Source: an optimization exercise on an open RTL-to-GDS flow (aim: small area). Production flows keep margins and buffers that such runs may drop.
The RTL was checked by simulation tests, not by an equivalence proof against the original design.
Power is estimated from default activity; no workload was simulated.

==> design/flow/design.v <==
module lfb_queue #(
    parameter W   = 8,
    parameter CAP = 5
) (
    input  wire         clk,
    input  wire         rst,
    input  wire         put_valid,
    input  wire [W-1:0] put_data,
    output wire         put_ok,
    output wire         get_valid,
    output wire [W-1:0] get_data,
    input  wire         get_ready
);
    reg [W-1:0] slot0, slot1, slot2, slot3, slot4;
    reg [2:0]   rd;
    reg [2:0]   wr;
    reg         full;
    wire [2:0] rd_nxt = {rd[1], rd[0], ~(rd[2] | rd[1])};
    wire [2:0] wr_nxt = {wr[1], wr[0], ~(wr[2] | wr[1])};
    wire [4:0] rd_oh = {rd[2] & ~rd[1], rd[2] & rd[1], rd[1] & rd[0],
                        rd[0] & ~rd[1], ~rd[2] & ~rd[0]};
    wire [4:0] wr_oh = {wr[2] & ~wr[1], wr[2] & wr[1], wr[1] & wr[0],
                        wr[0] & ~wr[1], ~wr[2] & ~wr[0]};
    wire empty  = (rd == wr) && !full;
    wire do_put = put_valid && !full;
    wire do_get = get_ready && !empty;
    assign put_ok    = do_put;
    assign get_valid = !empty;
    assign get_data  = ({W{rd_oh[0]}} & slot0) | ({W{rd_oh[1]}} & slot1) |
                       ({W{rd_oh[2]}} & slot2) | ({W{rd_oh[3]}} & slot3) |
                       ({W{rd_oh[4]}} & slot4);
    always @(posedge clk) begin
        if (do_put && wr_oh[0]) slot0 <= put_data;
        if (do_put && wr_oh[1]) slot1 <= put_data;
        if (do_put && wr_oh[2]) slot2 <= put_data;
        if (do_put && wr_oh[3]) slot3 <= put_data;
        if (do_put && wr_oh[4]) slot4 <= put_data;
        if (rst) begin
            rd   <= 3'b000;
            wr   <= 3'b000;
            full <= 1'b0;
        end else begin
            if (do_get) rd <= rd_nxt;
            if (do_put) wr <= wr_nxt;
            full <= !do_get && (full || (do_put && wr_nxt == rd));
        end
    end
endmodule
module lfb_pool #(
    parameter N_PACKETS = 5,
    parameter HW        = 3
) (
    input  wire                 clk,
    input  wire                 rst,
    input  wire                 alloc_req,
    output reg                  alloc_ok,
    output reg  [HW-1:0]        alloc_h,
    input  wire                 rel_a_valid,
    input  wire [HW-1:0]        rel_a_h,
    input  wire                 rel_b_valid,
    input  wire [HW-1:0]        rel_b_h,
    output wire [N_PACKETS-1:0] free_mask
);
    reg [N_PACKETS-1:0] free;
    integer i;
    assign free_mask = free;
    always @(*) begin
        alloc_ok = 1'b0;
        alloc_h  = 0;
        for (i = N_PACKETS - 1; i >= 0; i = i - 1) begin
            if (free[i]) begin
                alloc_ok = 1'b1;
                alloc_h  = i[HW-1:0];
            end
        end
    end
    always @(posedge clk) begin
        if (rst) begin
            free <= {N_PACKETS{1'b1}};
        end else begin
            for (i = 0; i < N_PACKETS; i = i + 1) begin
                if (alloc_req && alloc_h == i)
                    free[i] <= 1'b0;
                if ((rel_a_valid && rel_a_h == i) || (rel_b_valid && rel_b_h == i))
                    free[i] <= 1'b1;
            end
        end
    end
endmodule
module lora_frame_block #(
    parameter N_PACKETS   = 5,
    parameter MAX_PAYLOAD = 64,
    parameter PQ_CAP      = 5,
    parameter EQ_CAP      = 5
) (
    input  wire        clk,
    input  wire        rst,
    input  wire        rx_valid,
    input  wire [7:0]  rx_byte,
    input  wire        edge_valid,
    input  wire [15:0] edge_pin,
    input  wire        edge_rising,
    output wire        pq_valid,
    output wire [2:0]  pq_handle,
    input  wire        pq_ready,
    input  wire        rel_valid,
    input  wire [2:0]  rel_handle,
    input  wire [2:0]  rd_handle,
    input  wire [1:0]  rd_sel,       
    input  wire [5:0]  rd_off,
    output reg  [15:0] rd_data,
    output wire        eq_valid,
    output wire [15:0] eq_pin,
    output wire        eq_rising,
    input  wire        eq_ready,
    output wire [4:0]  pool_free
);
    localparam HW = 3;
    localparam LW = 7;     
    localparam OW = 6;     
    localparam [1:0] S_CMD   = 2'd0,
                     S_LENLO = 2'd1,
                     S_LENHI = 2'd2,
                     S_DATA  = 2'd3;
    reg [3:0]    buf_cmd [0:N_PACKETS-1];
    reg [LW-1:0] buf_len [0:N_PACKETS-1];
    reg [8*MAX_PAYLOAD-1:0] buf_pay0, buf_pay1, buf_pay2, buf_pay3, buf_pay4;
    wire [8*MAX_PAYLOAD-1:0] buf_pay [0:N_PACKETS-1];
    assign buf_pay[0] = buf_pay0;
    assign buf_pay[1] = buf_pay1;
    assign buf_pay[2] = buf_pay2;
    assign buf_pay[3] = buf_pay3;
    assign buf_pay[4] = buf_pay4;
    reg [1:0]    ps;
    reg [HW-1:0] cur;
    reg [LW-1:0] rem;      
    wire tag_ok = (rx_byte >= 8'h01) && (rx_byte <= 8'h09);
    wire          alloc_ok;
    wire [HW-1:0] alloc_h;
    wire          pq_put_ok;
    reg  alloc_req;
    reg  emit;
    reg  abort;
    always @(*) begin
        alloc_req = 1'b0;
        emit      = 1'b0;
        abort     = 1'b0;
        if (rx_valid) begin
            case (ps)
                S_CMD:   alloc_req = tag_ok;
                S_LENHI: begin
                    if (rx_byte != 8'h00 || rem > MAX_PAYLOAD)
                        abort = 1'b1;
                    else if (rem == 0)
                        emit = 1'b1;
                end
                S_DATA:  emit = (rem == 1);
                default: ;
            endcase
        end
    end
    wire parser_rel = abort || (emit && !pq_put_ok);
    always @(posedge clk) begin
        if (rst) begin
            ps <= S_CMD;
        end else if (rx_valid) begin
            case (ps)
                S_CMD: begin
                    if (tag_ok && alloc_ok) begin
                        cur <= alloc_h;
                        buf_cmd[alloc_h] <= rx_byte[3:0];
                        ps <= S_LENLO;
                    end
                end
                S_LENLO: begin
                    rem <= rx_byte[7] ? {LW{1'b1}} : rx_byte[LW-1:0];
                    ps  <= S_LENHI;
                end
                S_LENHI: begin
                    buf_len[cur] <= rem;
                    ps <= (abort || emit) ? S_CMD : S_DATA;
                end
                S_DATA: begin
                    rem <= rem - 1'b1;
                    if (emit)
                        ps <= S_CMD;
                end
            endcase
        end
    end
    wire pay_shift = rx_valid && (ps == S_DATA);
    always @(posedge clk) begin
        if (pay_shift && cur == 3'd0) buf_pay0 <= {buf_pay0[8*MAX_PAYLOAD-9:0], rx_byte};
        if (pay_shift && cur == 3'd1) buf_pay1 <= {buf_pay1[8*MAX_PAYLOAD-9:0], rx_byte};
        if (pay_shift && cur == 3'd2) buf_pay2 <= {buf_pay2[8*MAX_PAYLOAD-9:0], rx_byte};
        if (pay_shift && cur == 3'd3) buf_pay3 <= {buf_pay3[8*MAX_PAYLOAD-9:0], rx_byte};
        if (pay_shift && cur == 3'd4) buf_pay4 <= {buf_pay4[8*MAX_PAYLOAD-9:0], rx_byte};
    end
    lfb_pool #(.N_PACKETS(N_PACKETS), .HW(HW)) u_pool (
        .clk         (clk),
        .rst         (rst),
        .alloc_req   (alloc_req),
        .alloc_ok    (alloc_ok),
        .alloc_h     (alloc_h),
        .rel_a_valid (parser_rel),
        .rel_a_h     (cur),
        .rel_b_valid (rel_valid),
        .rel_b_h     (rel_handle),
        .free_mask   (pool_free)
    );
    lfb_queue #(.W(HW), .CAP(PQ_CAP)) u_pq (
        .clk       (clk),
        .rst       (rst),
        .put_valid (emit),
        .put_data  (cur),
        .put_ok    (pq_put_ok),
        .get_valid (pq_valid),
        .get_data  (pq_handle),
        .get_ready (pq_ready)
    );
    wire eq_put_ok;
    lfb_queue #(.W(17), .CAP(EQ_CAP)) u_eq (
        .clk       (clk),
        .rst       (rst),
        .put_valid (edge_valid),
        .put_data  ({edge_rising, edge_pin}),
        .put_ok    (eq_put_ok),
        .get_valid (eq_valid),
        .get_data  ({eq_rising, eq_pin}),
        .get_ready (eq_ready)
    );
    wire [LW-1:0]           rd_len = buf_len[rd_handle];
    wire [OW-1:0]           rd_pos = rd_len[OW-1:0] + ~rd_off;    
    wire [N_PACKETS-1:0] hsel = {{(N_PACKETS-1){1'b0}}, 1'b1} << rd_handle;
    wire [15:0]          sl [0:N_PACKETS-1];
    wire [7:0]           rd_byte;
    genvar gh, gb;
    generate
        for (gh = 0; gh < N_PACKETS; gh = gh + 1) begin : g_slice
            lfb_rdslice u_slice (.d(buf_pay[gh]), .pos(rd_pos), .hs(hsel[gh]),
                                 .y_n(sl[gh]));
        end
        for (gb = 0; gb < 8; gb = gb + 1) begin : g_bit
            assign rd_byte[gb] = ~(sl[0][2*gb] & sl[0][2*gb+1] &
                                   sl[1][2*gb] & sl[1][2*gb+1] &
                                   sl[2][2*gb] & sl[2][2*gb+1] &
                                   sl[3][2*gb] & sl[3][2*gb+1] &
                                   sl[4][2*gb] & sl[4][2*gb+1]);
        end
    endgenerate
    always @(*) begin
        case (rd_sel)
            2'd0:    rd_data = {12'h000, buf_cmd[rd_handle]};
            2'd1:    rd_data = {9'h000, rd_len};
            default: rd_data = {8'h00, rd_byte};
        endcase
    end
endmodule
module lfb_rdslice (
    input  wire [511:0] d,
    input  wire [5:0]   pos,
    input  wire         hs,
    output wire [15:0]  y_n
);
    wire [63:0] sel;
    lfb_dec64 u_dec (.pos(pos), .hs(hs), .sel(sel));
    genvar gb, gg;
    generate
        for (gb = 0; gb < 8; gb = gb + 1) begin : g_bit
            wire [21:0] l1;          
            wire [5:0]  l2;          
            for (gg = 0; gg < 21; gg = gg + 1) begin : g_l1
                lfb_aoi222 u (.a0(d[8*(3*gg)+gb]),   .s0(sel[3*gg]),
                              .a1(d[8*(3*gg+1)+gb]), .s1(sel[3*gg+1]),
                              .a2(d[8*(3*gg+2)+gb]), .s2(sel[3*gg+2]),
                              .y(l1[gg]));
            end
            lfb_nand2 u_l1 (.a(d[8*63+gb]), .b(sel[63]), .y(l1[21]));
            for (gg = 0; gg < 4; gg = gg + 1) begin : g_l2
                lfb_nand4 u (.a(l1[4*gg]), .b(l1[4*gg+1]), .c(l1[4*gg+2]),
                             .d(l1[4*gg+3]), .y(l2[gg]));
            end
            lfb_nand3 u_l2a (.a(l1[16]), .b(l1[17]), .c(l1[18]), .y(l2[4]));
            lfb_nand3 u_l2b (.a(l1[19]), .b(l1[20]), .c(l1[21]), .y(l2[5]));
            lfb_nor4 u_l3a (.a(l2[0]), .b(l2[1]), .c(l2[2]), .d(l2[3]), .y(y_n[2*gb]));
            lfb_nor2 u_l3b (.a(l2[4]), .b(l2[5]), .y(y_n[2*gb+1]));
        end
    endgenerate
endmodule
module lfb_dec64 (
    input  wire [5:0]  pos,
    input  wire        hs,
    output wire [63:0] sel
);
    wire [7:0] lo = 8'h01 << pos[2:0];
    wire [7:0] hi = {7'h00, hs} << pos[5:3];
    genvar g;
    generate
        for (g = 0; g < 64; g = g + 1) begin : g_sel
            assign sel[g] = lo[g % 8] & hi[g / 8];
        end
    endgenerate
endmodule
module lfb_aoi222 (input wire a0, s0, a1, s1, a2, s2, output wire y);
    assign y = ~((a0 & s0) | (a1 & s1) | (a2 & s2));
endmodule
module lfb_nand3 (input wire a, b, c, output wire y);
    assign y = ~(a & b & c);
endmodule
module lfb_nor4 (input wire a, b, c, d, output wire y);
    assign y = ~(a | b | c | d);
endmodule
module lfb_nor2 (input wire a, b, output wire y);
    assign y = ~(a | b);
endmodule
module lfb_nand4 (input wire a, b, c, d, output wire y);
    assign y = ~(a & b & c & d);
endmodule
module lfb_nand2 (input wire a, b, output wire y);
    assign y = ~(a & b);
endmodule
==> design/flow/run.sh <==
#!/bin/bash
# synth_recipe.tcl (not shown) runs the flow's synth.tcl, then flattens the netlist and writes it again
# the make line also repeats each setting of config.mk as NAME=value (left out here)
make -C /OpenROAD-flow-scripts/flow DESIGN_CONFIG=/design/flow/config.mk WORK_HOME=/design/flow/orfs CLKGATE_MAP_FILE= SYNTH_SCRIPT=/design/flow/synth_recipe.tcl finish
==> design/flow/config.mk <==
export PLATFORM = sky130hd
export DESIGN_NAME = lora_frame_block
export DESIGN_NICKNAME = lora_frame_block
export VERILOG_FILES = /design/flow/design.v
export SDC_FILE = /design/flow/constraint.sdc
export NUM_CORES = 4
export LEC_CHECK = 0
export CAP_MARGIN = 20
export CORE_MARGIN = 2
export CORE_UTILIZATION = 40
export CTS_BUF_LIST = sky130_fd_sc_hd__clkbuf_16
export CTS_CLUSTER_DIAMETER = 80
export CTS_CLUSTER_SIZE = 24
export GPL_TIMING_DRIVEN = 0
export SETUP_SLACK_MARGIN = 0.1
export SLEW_MARGIN = 20
export SYNTH_HIERARCHICAL = 1
export SYNTH_MINIMUM_KEEP_SIZE = 0
==> design/flow/constraint.sdc <==
create_clock -name core_clock -period 10.0 [get_ports {clk}]
set_input_delay 2.0000 -clock core_clock [delete_from_list [all_inputs] [get_ports {clk}]]
set_output_delay 2.0000 -clock core_clock [all_outputs]
set_load 0.01 [all_outputs]
==> flow_summary.json <==
{
  "die_area_um2": 250000,
  "ys_seq_area_share_pct": 83.6,
  "ioPinCount": 89,
  "rrSetupSlack_ns": 6.15,
  "finalSetupViolCount": 0,
  "r2r-end": "buf_pay1[265]",
  "critPathCapture": "rd_data[3]",
  "crit_path_end_kind": "output pin",
  "startpoint_type": "input pin",
  "ant_nets": 0,
  "clkTransAtPathRegs_ns": 0.09,
  "setup_ws_ns": 0.260,
  "ctsLongestPathBuffers": 3,
  "worstPathArrival_ns": 7.74,
  "reg2reg_depth": 13,
  "crit_type": "in2out",
  "grt_pass1_vias": 50613,
  "avgSynthCellArea_um2": 20.3,
  "wire_per_inst_um": 25.6,
  "tightest_slew_ns": 1.15,
  "final-max-slew-violation-count": 0,
  "grt_max_degree": 32,
  "antenna_found_initial": 15,
  "power_w": 0.0193,
  "track_usage_pct": 16.7,
  "critical_path_required_ns": 8.00,
  "fillers": 20580,
  "synth-edff-count": 2725,
  "num_rows": 182,
  "die_w_um": 500,
  "hpwl_mm": 146,
  "yosys_warnings": 10,
  "cts_tree": "built",
  "maxCapViolCount": 0,
  "clk_latency_ns": 0.83,
  "min_period_ns": 9.74,
  "r2r-start": "ps[1]",
  "dr.pass1.iters": 13,
  "ys_seq_elements": 2746,
  "cts_num_sinks": 2746,
  "synth-async-reset-ratio_pct": 0,
  "cts_buffers": 136,
  "p_per_area_nw_per_um2": 175,
  "leakage_nw": 31.6,
  "utilization_pct": 45.0,
  "dp_slack_ns": -1.70,
  "viasPerCell": 6.18,
  "syn_to_final_growth_pct": 12.2,
  "slew_headroom_pct": 23.3,
  "vdd_drop_max_mv": 0.161,
  "gr-total-overflow": 0,
  "syn_area_um2": 98300,
  "hp-class": "reg2reg",
  "finalWirelength_mm": 217,
  "grt_pass1_wl_mm": 324,
  "gp_congestion": 0.829,
  "hold_buffers": 0,
  "fin_skew_ns": 0.0392,
  "final_nets": 5258,
  "die-height_um": 500,
  "synth_cell_types": 73,
  "drt_iter0_drc": 9488,
  "placed_area_um2": 106000,
  "htreeDepth": 4,
  "path_max_fanout": 10,
  "synthCells": 4854,
  "drive_gt1_share_pct": 10.9,
  "ys.flop_type": "edfxtp_1",
  "outcome": "timing/DRC/antenna clean",
  "clock.fmax_ghz": 0.103,
  "final_area_um2": 110000,
  "remaining_drc_errors": 0,
  "root_buffer": "clkbuf_16",
  "rsz0062_at_grt": "yes",
  "hold_viol_final": 0,
  "vias": 52356,
  "start_util_pct": 40.1,
  "crit_start": "rd_handle[0]",
  "finalCritPeriodShare_pct": 97.4,
  "core_um2": 245000,
  "port_buffers": 77
}
how the worst min path moves through the flow:
stage,from,cells after the start,end,slack (ns)
after floorplan,buf_pay0[96],0,buf_pay0[104],0.43
after global placement,buf_pay3[360],0,buf_pay3[368],0.43
after detailed placement,buf_pay3[294],0,buf_pay3[302],0.43
after CTS,buf_pay1[315],0,buf_pay1[323],0.43
after global routing,buf_pay1[315],0,buf_pay1[323],0.44
final,buf_pay1[56],0,buf_pay1[64],0.43
registers in the layout (all words and copies together), names as in the netlist, 5 cells and up:
register	flops
buf_pay0	512
buf_pay1	512
buf_pay2	512
buf_pay3	512
buf_pay4	512
buf_len	35
buf_cmd	20
u_eq.slot0	17
u_eq.slot1	17
u_eq.slot2	17
u_eq.slot3	17
u_eq.slot4	17
rem	7
u_pool.free	5
cell usage in the layout, fill, tap and decap left out, drive strengths merged, types with 6 or more instances in the layout:
cell type      Yosys  final
a22oi             20     20
or3               11     11
clkbuf            51    169
o21ai              9      9
nand2             90     90
clkdlybuf4s50      0     64
conb               1      8
edfxtp          2725   2725
or4b               7      7
nand4            181    181
mux2i              6      6
nand4b            17     17
ha                13     13
nand3             91     91
inv               20     54
buf               61    212
nor3              30     30
a21oi             27     27
dfxtp             21     21
xnor2             10     10
or3b              16     16
a21o              10     10
clkinv             0     14
nor2             392    392
mux4              11     11
diode              0      9
a222oi           840    840
nand2b             8      8
a221oi             9      9
nand3b            19     19
nand4bb           15     15
mux2              29     29
nor4              43     43
xor2               9      9
area by class of cell:
class / count / area, um^2 / share of cell area [%]
tap: 3220 / 4030 / 3.65
buffer: 93 / 641 / 0.581
clock buffer: 137 / 3430 / 3.11
timing repair buffer: 218 / 3480 / 3.16
multi-input combinational: 1983 / 16000 / 14.5
antenna: 9 / 22.5 / 0.0204
clock inverter: 49 / 419 / 0.380
inverter: 20 / 75.1 / 0.0681
sequential: 2746 / 82200 / 74.6
worst max-delay path, cell delays in order:
cell	delay, ns
buf_6	0.14
buf_12	0.15
mux4_2	0.49
mux2_2	0.29
ha_2	0.19
fa_2	0.38
a21o_1	0.23
a21oi_4	0.22
xnor2_4	0.21
buf_12	0.16
clkbuf_2	0.20
nand4bb_1	0.18
clkbuf_4	0.20
nor2_1	0.14
a222oi_1	0.51
nand4_1	0.36
nor4_4	0.65
nand4_1	0.31
nor3_2	0.37
nor3_1	0.11
buf_2	0.20
repair_timing:
action	CTS	global route
setup buffers	8	7
resized for setup	112	47
setup endpoints to repair	8	8
pin swaps	73	44
synthesized netlist by cell type, types with 4 or more instances:
cell       instances  area share (%)
nor2_2             5           0.032
nor3_1            29            0.15
xor2_2             4           0.066
nand3b_1          19            0.15
or4b_4             5           0.070
o31ai_1            5           0.038
xnor2_1           10           0.089
a222oi_1         840             8.5
a2111oi_0          4           0.036
a21oi_1           27            0.14
inv_1             20           0.076
nor4_2            42            0.53
nor2b_1            5           0.032
or3_1             11           0.070
mux2i_1            6           0.061
nand4_1          181             1.2
o21ai_0            8           0.041
xor2_1             4           0.036
or3b_1            16            0.14
a31oi_1            5           0.032
dfxtp_1           21            0.43
nand4b_1          17            0.15
or4_4              5           0.057
buf_2             36            0.18
clkbuf_1          51            0.19
buf_6             14            0.16
nand4bb_1         15            0.17
a21o_1            10           0.076
edfxtp_1        2725              83
mux2_2            27            0.31
nand3_1           91            0.46
ha_1              13            0.17
a22oi_1           20            0.15
mux4_2            11            0.25
nor2_1           387             1.5
a221oi_1           9           0.080
and3_1             4           0.025
nand2_1           90            0.34
buf_4             11           0.084
nand2b_1           8           0.051
modules after synthesis, one instance, submodules excluded, excerpt:
module | cell area, um^2 | times used | flops+latches | cells inside
lora_frame_block | 80500 | 1 | 2627 | 2846
lfb_dec64 | 460 | 5 | 0 | 95
lfb_nand4 | 6.26 | 160 | 0 | 1
lfb_nor2 | 3.75 | 40 | 0 | 1
lfb_aoi222 | 10.0 | 840 | 0 | 1
lfb_nand2 | 3.75 | 40 | 0 | 1
lfb_nor4 | 12.5 | 40 | 0 | 1
lfb_nand3 | 5.00 | 80 | 0 | 1
cells by family after synthesis:
group	count (synthesis)	share of synthesized area (%)
xor+xnor	19	0.219
compound gates	948	9.38
simple gates	948	5.24
mux	46	0.645
fa+ha+maj	14	0.186
buf+inv	132	0.698
other cells	1	0.00381
flops	2746	83.6
per-layer routing:
| layer | global-route usage, % | up-vias | share of wire [%] |
|---|---|---|---|
| met1 | 24.5 | 27259 | 43 |
| met4 | 4.93 | 2 | 2.6 |
| met3 | 2.67 | 250 | 8.0 |
| li1 | - | 22425 | - |
| met5 | 0 | - | 0.0032 |
| met2 | 25.9 | 2420 | 46 |
per-stage QoR:
| step | TNS (ns) | instances | hold slack (ns) |
|---|---|---|---|
| finish | 0 | 8475 | 0.431 |
| detailed placement | -11.85 | 8284 | 0.432 |
| floorplan | -3361.32 | 4861 | 0.426 |
| global placement | - | 8158 | 0.429 |
| global route | 0 | 8471 | 0.442 |
| CTS | 0 | 8460 | 0.428 |
where the power goes:
group | switching, W | internal, W | leakage [nW] | total [W]
Clock | 0.00353 | 0.00254 | 1.95 | 0.00607
Combinational | 0.000493 | 0.000254 | 6.84 | 0.000747
Sequential | 0.00000590 | 0.0125 | 22.8 | 0.0125
Total | 0.00403 | 0.0153 | 31.6 | 0.0193

[what the ideal ports hide]
How much do the figures lean on ideal ports? The routed layout below was timed once more, with nothing changed but the port constraints. Step 1, drivers: a clkbuf_16 drives clk and a buf_2 each remaining input, both assumed. Step 2 also shifts input and output timing later by t, the mid clock arrival at the registers, as if the neighbouring blocks saw the same clock. a / b / c = ideal / step 1 / step 2; a / b = the first two.
shift t [ns]: 0.902
setup WS [ns]: 0.260 / 0.104 / 0.104
worst slew at a driven data input, ns: 0.20
After both steps setup and hold are still met in this run. For this run, drivers alone change the setup slack by -0.156 ns; drivers and shift together by -0.156 ns.
